Source: an optimization exercise on an open RTL-to-GDS flow (aim: small area, a short achievable clock period and few clock cycles per item). Production flows keep margins and buffers that such runs may drop.
Only simulation tests tie the RTL to the original design; equivalence was not proved.

juniper:
==> flow/design.v (excerpt) <==
module ntt_forward_butterfly_stage (
    input  wire        clk,
    input  wire        rst,
    input  wire        cmd_valid,
    input  wire [31:0] cmd_word,
    output wire        cmd_ready,
    output wire        busy,
    output wire        rsp_valid,
    output wire [15:0] rsp_data
);
    localparam integer Q    = 3329;
    localparam integer N    = 16;
    localparam integer L    = 3;           
    localparam integer H    = N / 2;
    localparam integer DW   = 12;
    localparam integer NH   = 32;          
    localparam [3:0] OP_NOP  = 4'h0, OP_LDC  = 4'h1, OP_RDC  = 4'h2, OP_RDT  = 4'h3,
                     OP_RDS  = 4'h4, OP_NTT  = 4'h5, OP_INTT = 4'h6, OP_PWM  = 4'h7,
                     OP_MADD = 4'h8, OP_MSUB = 4'h9, OP_MMUL = 4'hA, OP_MHLV = 4'hB,
                     OP_FSTG = 4'hC, OP_ISTG = 4'hD;
    wire [3:0]  c_op  = cmd_word[31:28];
    wire [1:0]  c_d   = cmd_word[27:26];
    wire [1:0]  c_a   = cmd_word[25:24];
    wire [7:0]  c_idx = cmd_word[23:16];
    wire [15:0] c_imm = cmd_word[15:0];
    reg [31:0] c_mask;
    always @(*) begin
        case (c_op)
            OP_NOP, OP_RDS:                     c_mask = 32'hFFFF_FFFF;
            OP_LDC:                             c_mask = 32'hF300_0000;
            OP_RDC, OP_RDT:                     c_mask = 32'hFC00_FFFF;
            OP_NTT, OP_INTT:                    c_mask = 32'hF3FF_FFFF;
            OP_PWM, OP_MADD, OP_MSUB, OP_MMUL:  c_mask = 32'hF03F_FFFF;
            OP_MHLV:                            c_mask = 32'hF0FF_FFFF;
            OP_FSTG, OP_ISTG:                   c_mask = 32'hF300_FFFF;
            default:                            c_mask = 32'hF000_0000;
        endcase
    end
    wire c_err_op = (c_op >= 4'hE) || ((cmd_word & c_mask) != {c_op, 28'd0});
    reg c_err_idx;
    always @(*) begin
        case (c_op)
            OP_LDC, OP_RDC:   c_err_idx = (c_idx >= N);
            OP_RDT:           c_err_idx = (c_a == 2'd3) || (c_idx >= H);
            OP_FSTG, OP_ISTG: c_err_idx = (c_idx >= L);
            default:          c_err_idx = 1'b0;
        endcase
    end
  ...
make LEC_CHECK=0 ABC_AREA=1 CAP_MARGIN=20 CORE_MARGIN=2 CORE_UTILIZATION=52 CTS_BUF_LIST=sky130_fd_sc_hd__clkbuf_8 CTS_CLUSTER_DIAMETER=45 CTS_CLUSTER_SIZE=14 PLACE_DENSITY=0.65 SLEW_MARGIN=20 finish   # period 60.0 ns
run.sh (not shown) runs the stock make flow with config.mk's settings and CLKGATE_MAP_FILE= SYNTH_SCRIPT=/design/flow/synth_recipe.tcl, a recipe that flattens the netlist after the stock synthesis.
juniper closes out successfully: all stages finished, all timing, DRC and antenna checks passed.
Testbench counts of juniper, summed over its fixed seeds: cycles 20,936, items 192.
> inputs changed (juniper -> onyx)
Settings: clearing CTS_CLUSTER_DIAMETER, which used to be 45; clearing CTS_BUF_LIST, which used to be sky130_fd_sc_hd__clkbuf_8; clearing PLACE_DENSITY, which used to be 0.65; swapping 52 for 40 in CORE_UTILIZATION; clearing CTS_CLUSTER_SIZE, which used to be 14.
### Flow results
- Global-route wire length before repair is higher on onyx
- The higher highest achievable clock rate came out of juniper.
- Compared with juniper, onyx shows a lower number of H-tree levels.
- Taking juniper as the reference, in onyx post-layout utilization of the core now sits lower; worst setup margin now sits lower; portion of the layout cell area used by clock cells now sits higher; stage delay of the slowest cell on the critical path now sits higher; port buffer count now sits at about the same level.

========
ntt_forward_butterfly_stage, a different RTL version from the one above (not shown whole).
For scale: roughly 8200 cells after synthesis, roughly 54 I/O pins.
Settings: LEC_CHECK=0, ABC_AREA=1, CAP_MARGIN=20, CORE_MARGIN=2, CORE_UTILIZATION=52, CTS_BUF_LIST=sky130_fd_sc_hd__clkbuf_8, CTS_CLUSTER_DIAMETER=45, CTS_CLUSTER_SIZE=14, PLACE_DENSITY=0.65, SLEW_MARGIN=20; clock period 60.0 ns.
The starting point ran to the end with no violations.
Testbench counts at the start, summed over its fixed seeds: cycles 20,936, items 192.
Next try:
- CORE_UTILIZATION: 52 -> 40
- CTS_BUF_LIST: sky130_fd_sc_hd__clkbuf_8 -> unset
- CTS_CLUSTER_DIAMETER: 45 -> unset
- CTS_CLUSTER_SIZE: 14 -> unset
- PLACE_DENSITY: 0.65 -> unset
Result:
- routed wire length rose by 1.6%
- cell area is higher by 1.8%
- global-route usage decreases by 11 points

what the ideal ports hide:
No port has a modelled driver above. Below, the same layouts with a new extraction and two added sets of constraints. Step 1 sets driving cells, clkbuf_16 on the clock port and buf_2 on the other inputs (assumed; they add their load-dependent delay and slew). Step 2 moves the port delays by t, midway between the first and last clock arrival at a register: inputs arrive t later, outputs are due t later. That takes back most of the time a late clock gives input paths. Three values: no drivers, after step 1, after step 2; two values: the first two.
run	shift t [ns]	setup slack, ns	slew at the worst register clock pin (ns)	cell pins on the clock port's net
juniper	0.997	34.689 / 34.667 / 34.667	0.10 / 0.10	1
onyx	0.863	34.215 / 34.189 / 34.189	0.07 / 0.07	1
the first run of note 2	1.002	34.601 / 34.579 / 34.579	0.09 / 0.09	1
the second run of note 2	0.871	34.661 / 34.639 / 34.639	0.07 / 0.07	1
After both steps every run listed still meets setup and hold. For onyx, which loses most, drivers alone change the setup slack by -0.026 ns; drivers and shift together by -0.026 ns.
